What follows belongs to an exercise in optimizing a design on an open flow for small area; a production flow would make more cautious choices.
In this exercise RTL edits were held to simulation tests only and were not proved equivalent to the original.
Power figures rest on the tool's default switching activity, not on a simulated workload.

Design ftsm_core, start of the top module:
module ftsm_core (
    input  wire        clk,
    input  wire        rst,         
    input  wire        op_valid,
    output wire        op_ready,
    input  wire [23:0] op_word,
    output wire        eff_valid,
    input  wire        eff_ready,
    output wire [3:0]  eff_kind,
    output wire [15:0] eff_arg,
    output wire        done,
    output wire [15:0] ret_data
);
    localparam [2:0] PH_IDLE = 3'd0, PH_EXT = 3'd1, PH_BEGIN = 3'd2,
                     PH_EDONE = 3'd3, PH_TXND = 3'd4, PH_COENT = 3'd5,
                     PH_DONE = 3'd6, PH_RST = 3'd7;
    localparam [3:0] O_SUBMIT = 4'd1, O_RREAD = 4'd2, O_CSTART = 4'd3,
                     O_CABORT = 4'd4, O_DTGET = 4'd5, O_DTCNT = 4'd6,
                     O_TXD = 4'd8, O_RXD = 4'd9, O_RXE = 4'd10,
                     O_EDGE = 4'd11, O_FETO = 4'd12, O_COTO = 4'd13,
                     O_BM = 4'd14;
  ...
For scale: ~0.011 mm² of cells after synthesis.
clock: 45.0 ns
lec_check: 0
abc_area: 1
cap_margin: 10
core_margin: 2
core_utilization: 40
gpl_timing_driven: 0
place_density: 0.6
slew_margin: 10
standard.sh (not shown) runs the stock make flow with config.mk's settings and CLKGATE_MAP_FILE= SYNTH_SCRIPT=/design/flow/synth_recipe.tcl, a recipe that flattens the netlist after the stock synthesis.
==> flow/flow/run.sh <==
#!/bin/bash
# Standard ORFS layout (the standard.sh), with:
#  1. the standard synthesis, unchanged, then its combinational logic
#     re-mapped by ABC with a stronger area script (reopt.ys); every
#     flip-flop instance, its cell type and its nets are kept as they are;
#  2. port buffers of the smallest buffer cell (buf_1), one per port as before;
#  3. CTS with clkbuf_16 only, sink clusters of up to 28 and no dummy loads.
# Each tool's output goes to a log of its own in this folder.
set -euo pipefail
here=$(pwd)
res=$here/orfs/results/$FLOW_PLATFORM/ftsm_core/base
export BUFFER_PORTS_ARGS="-buffer_cell sky130_fd_sc_hd__buf_1"
export CTS_ARGS="-sink_clustering_enable -repair_clock_nets -dont_use_dummy_load -buf_list {sky130_fd_sc_hd__clkbuf_16} -sink_clustering_size 28 -sink_clustering_max_diameter 100"

# 1. standard synthesis up to the Yosys netlist
bash standard.sh "$res/1_2_yosys.v" > make_synth.log 2>&1
cp "$res/1_2_yosys.v" "$here/std_1_2_yosys.v"

# re-map the combinational logic
lib=$FLOW_HOME/platforms/$FLOW_PLATFORM/lib/sky130_fd_sc_hd__tt_025C_1v80.lib
dontuse=""
for c in $(cat flow/dont_use.txt); do dontuse="$dontuse -dont_use $c"; done
sed -e "s#@LIB@#$lib#g" -e "s#@DONTUSE@#$dontuse#g" -e "s#@IN@#$here/std_1_2_yosys.v#g" \
    -e "s#@OUT@#$here/reopt_1_2_yosys.v#g" -e "s#@SCRIPT@#$here/flow/area.abc#g" \
    flow/reopt.ys > reopt.ys
${YOSYS_EXE:-yosys} -s reopt.ys > reopt.log 2>&1
cp "$here/reopt_1_2_yosys.v" "$res/1_2_yosys.v"
touch "$res/1_2_yosys.v"

# 2./3. the rest of the standard layout
bash standard.sh > make_layout.log 2>&1
==> flow/flow/area.abc <==
strash
&get -n
&deepsyn -T 90
&put
dch -f
amap
strash
dch -f
amap
topo
dnsize -c
==> flow/flow/reopt.ys <==
read_liberty -ignore_miss_func @LIB@
blackbox sky130_fd_sc_hd__*df* sky130_fd_sc_hd__*dl* sky130_fd_sc_hd__conb_1
read_verilog @IN@
hierarchy -check -top ftsm_core
flatten
rename -hide w:*.*
opt -purge
tee -o reopt_before.stat stat -liberty @LIB@
abc -script @SCRIPT@ -liberty @LIB@ @DONTUSE@
opt_clean -purge
hilomap -singleton -hicell sky130_fd_sc_hd__conb_1 HI -locell sky130_fd_sc_hd__conb_1 LO
insbuf -buf sky130_fd_sc_hd__buf_4 A X
opt_clean -purge
tee -o reopt_after.stat stat -liberty @LIB@
check
write_verilog -noattr -nohex -nodec @OUT@
Other scripts of this flow, unchanged in this note and not shown: flow/flow/dont_use.txt
The starting point completed with no timing, DRC or antenna violations.
==> next run, changes <==
- CAP_MARGIN: 10 -> 20
- GPL_TIMING_DRIVEN: 0 -> default
- SLEW_MARGIN: 10 -> 20
Combinational power stays flat.
Cell area stays flat.
Clock skew is higher by 0.015 ns.
Routed wire length is higher by 4.7%.
==> next run, changes <==
==> flow/flow/area.abc (replaced) <==
strash
&get -n
&deepsyn -T 90
&put
dch -f
map -a
topo
dnsize -c
--- a/flow/flow/reopt.ys
+++ b/flow/flow/reopt.ys
@@ -6 +5,0 @@
-rename -hide w:*.*
The changed run produced a clean layout.
Register-to-register slack is worse by 0.31 ns.
Sequential power came out lower by about 5%.
Power came out lower by 1.4%.
Global-route usage came out lower by 1.0 points.
Combinational power is about the same.
Worst setup slack is better by 0.77 ns.
==> next run, changes <==
--- a/flow/flow/run.sh
+++ b/flow/flow/run.sh
@@ -7 +7 @@
-#  3. CTS with clkbuf_16 only, sink clusters of up to 28 and no dummy loads.
+#  3. CTS with clkbuf_16 only, sink clusters of up to 30, a clkbuf_8 root and no dummy loads.
@@ -13 +13 @@
-export CTS_ARGS="-sink_clustering_enable -repair_clock_nets -dont_use_dummy_load -buf_list {sky130_fd_sc_hd__clkbuf_16} -sink_clustering_size 28 -sink_clustering_max_diameter 100"
+export CTS_ARGS="-sink_clustering_enable -repair_clock_nets -dont_use_dummy_load -root_buf sky130_fd_sc_hd__clkbuf_8 -buf_list {sky130_fd_sc_hd__clkbuf_16} -sink_clustering_size 30 -sink_clustering_max_diameter 90"
==> flow/flow/area.abc (replaced) <==
strash
&get -n
&deepsyn -T 90
&put
dch -f
amap
strash
&get -n
&deepsyn -T 90
&put
dch -f
amap
topo
dnsize -c
--- a/flow/flow/reopt.ys
+++ b/flow/flow/reopt.ys
@@ -5,0 +6 @@
+rename -hide w:*.*
Register-to-register slack gets worse by 1.0 ns. Sequential cell count is unchanged. Global-route usage is higher by 0.73 points. Worst setup slack gets worse by 0.68 ns. Total power is lower by 0.41%.
==> next run, changes <==
--- a/flow/flow/run.sh
+++ b/flow/flow/run.sh
@@ -7 +7,2 @@
-#  3. CTS with clkbuf_16 only, sink clusters of up to 30, a clkbuf_8 root and no dummy loads.
+#  3. CTS with clkbuf_16 sink-cluster buffers (clusters of up to 30), clkbuf_8
+#     root and tree buffers, and no dummy loads.
@@ -13 +14 @@
-export CTS_ARGS="-sink_clustering_enable -repair_clock_nets -dont_use_dummy_load -root_buf sky130_fd_sc_hd__clkbuf_8 -buf_list {sky130_fd_sc_hd__clkbuf_16} -sink_clustering_size 30 -sink_clustering_max_diameter 90"
+export CTS_ARGS="-sink_clustering_enable -repair_clock_nets -dont_use_dummy_load -root_buf sky130_fd_sc_hd__clkbuf_8 -buf_list {sky130_fd_sc_hd__clkbuf_8} -sink_clustering_buffer sky130_fd_sc_hd__clkbuf_16 -sink_clustering_size 30 -sink_clustering_max_diameter 90"
Effect: The changed run finished with timing, DRC and antenna clean; area after synthesis does not change; total power does not change; count of clock-buffer cells in the layout is unchanged; wire length does not change.
==> next run, changes <==
--- a/flow/flow/run.sh
+++ b/flow/flow/run.sh
@@ -7,2 +7 @@
-#  3. CTS with clkbuf_16 sink-cluster buffers (clusters of up to 30), clkbuf_8
-#     root and tree buffers, and no dummy loads.
+#  3. CTS with clkbuf_16 only, sink clusters of up to 30, a clkbuf_8 root and no dummy loads.
@@ -14 +13 @@
-export CTS_ARGS="-sink_clustering_enable -repair_clock_nets -dont_use_dummy_load -root_buf sky130_fd_sc_hd__clkbuf_8 -buf_list {sky130_fd_sc_hd__clkbuf_8} -sink_clustering_buffer sky130_fd_sc_hd__clkbuf_16 -sink_clustering_size 30 -sink_clustering_max_diameter 90"
+export CTS_ARGS="-sink_clustering_enable -repair_clock_nets -dont_use_dummy_load -root_buf sky130_fd_sc_hd__clkbuf_8 -buf_list {sky130_fd_sc_hd__clkbuf_16} -sink_clustering_size 30 -sink_clustering_max_diameter 90"
==> flow/flow/area.abc (replaced) <==
strash
&get -n
&deepsyn -T 90
&put
dch -f
amap
strash
dch -f
amap
topo
dnsize -c
Worst hold slack stays flat.
Total power came out higher by 1.2%.
Synthesized cell count does not change.
Register-to-register slack improved by 1.1 ns.
Combinational power goes up by about 9%.
Wire length rises by 1.0%.
Area after synthesis stays flat.
Die area hardly moves.
Final cell count stays flat.
Sequential power falls by about 2%.

-- static timing again, ports no longer ideal --
In the flow no input, the clock included, has a driving cell. The finished layouts below were timed again as built, in two steps. Step 1 sets driving cells, clkbuf_16 on the clock port and buf_2 on the other inputs (assumed; they add their load-dependent delay and slew). Step 2 adds t to the input delays and takes it off the output delays; t is the mean of the earliest and latest rising clock arrival at the registers after step 1. Input paths then give back, and output paths get back, about the clock's delay inside the block. a / b / c = ideal / step 1 / step 2; a / b = the first two.
run | t, ns | slack for setup (ns) | hold WS [ns] | worst data-port slew with drivers (ns)
the first run | 0.525 | 31.073 / 31.028 / 31.553 | 0.305 / 0.305 / 0.305 | 0.04
the second run | 0.530 | 31.535 / 31.486 / 32.016 | 0.317 / 0.317 / 0.317 | 0.04
the third run | 0.526 | 32.304 / 32.255 / 32.781 | 0.281 / 0.281 / 0.281 | 0.04
the fourth run | 0.578 | 31.625 / 31.581 / 32.159 | 0.310 / 0.310 / 0.310 | 0.04
the fifth run | 0.578 | 31.625 / 31.581 / 32.159 | 0.310 / 0.310 / 0.310 | 0.04
the sixth run | 0.573 | 31.441 / 31.399 / 31.972 | 0.310 / 0.310 / 0.310 | 0.04
After both steps setup and hold are still met in every run listed.
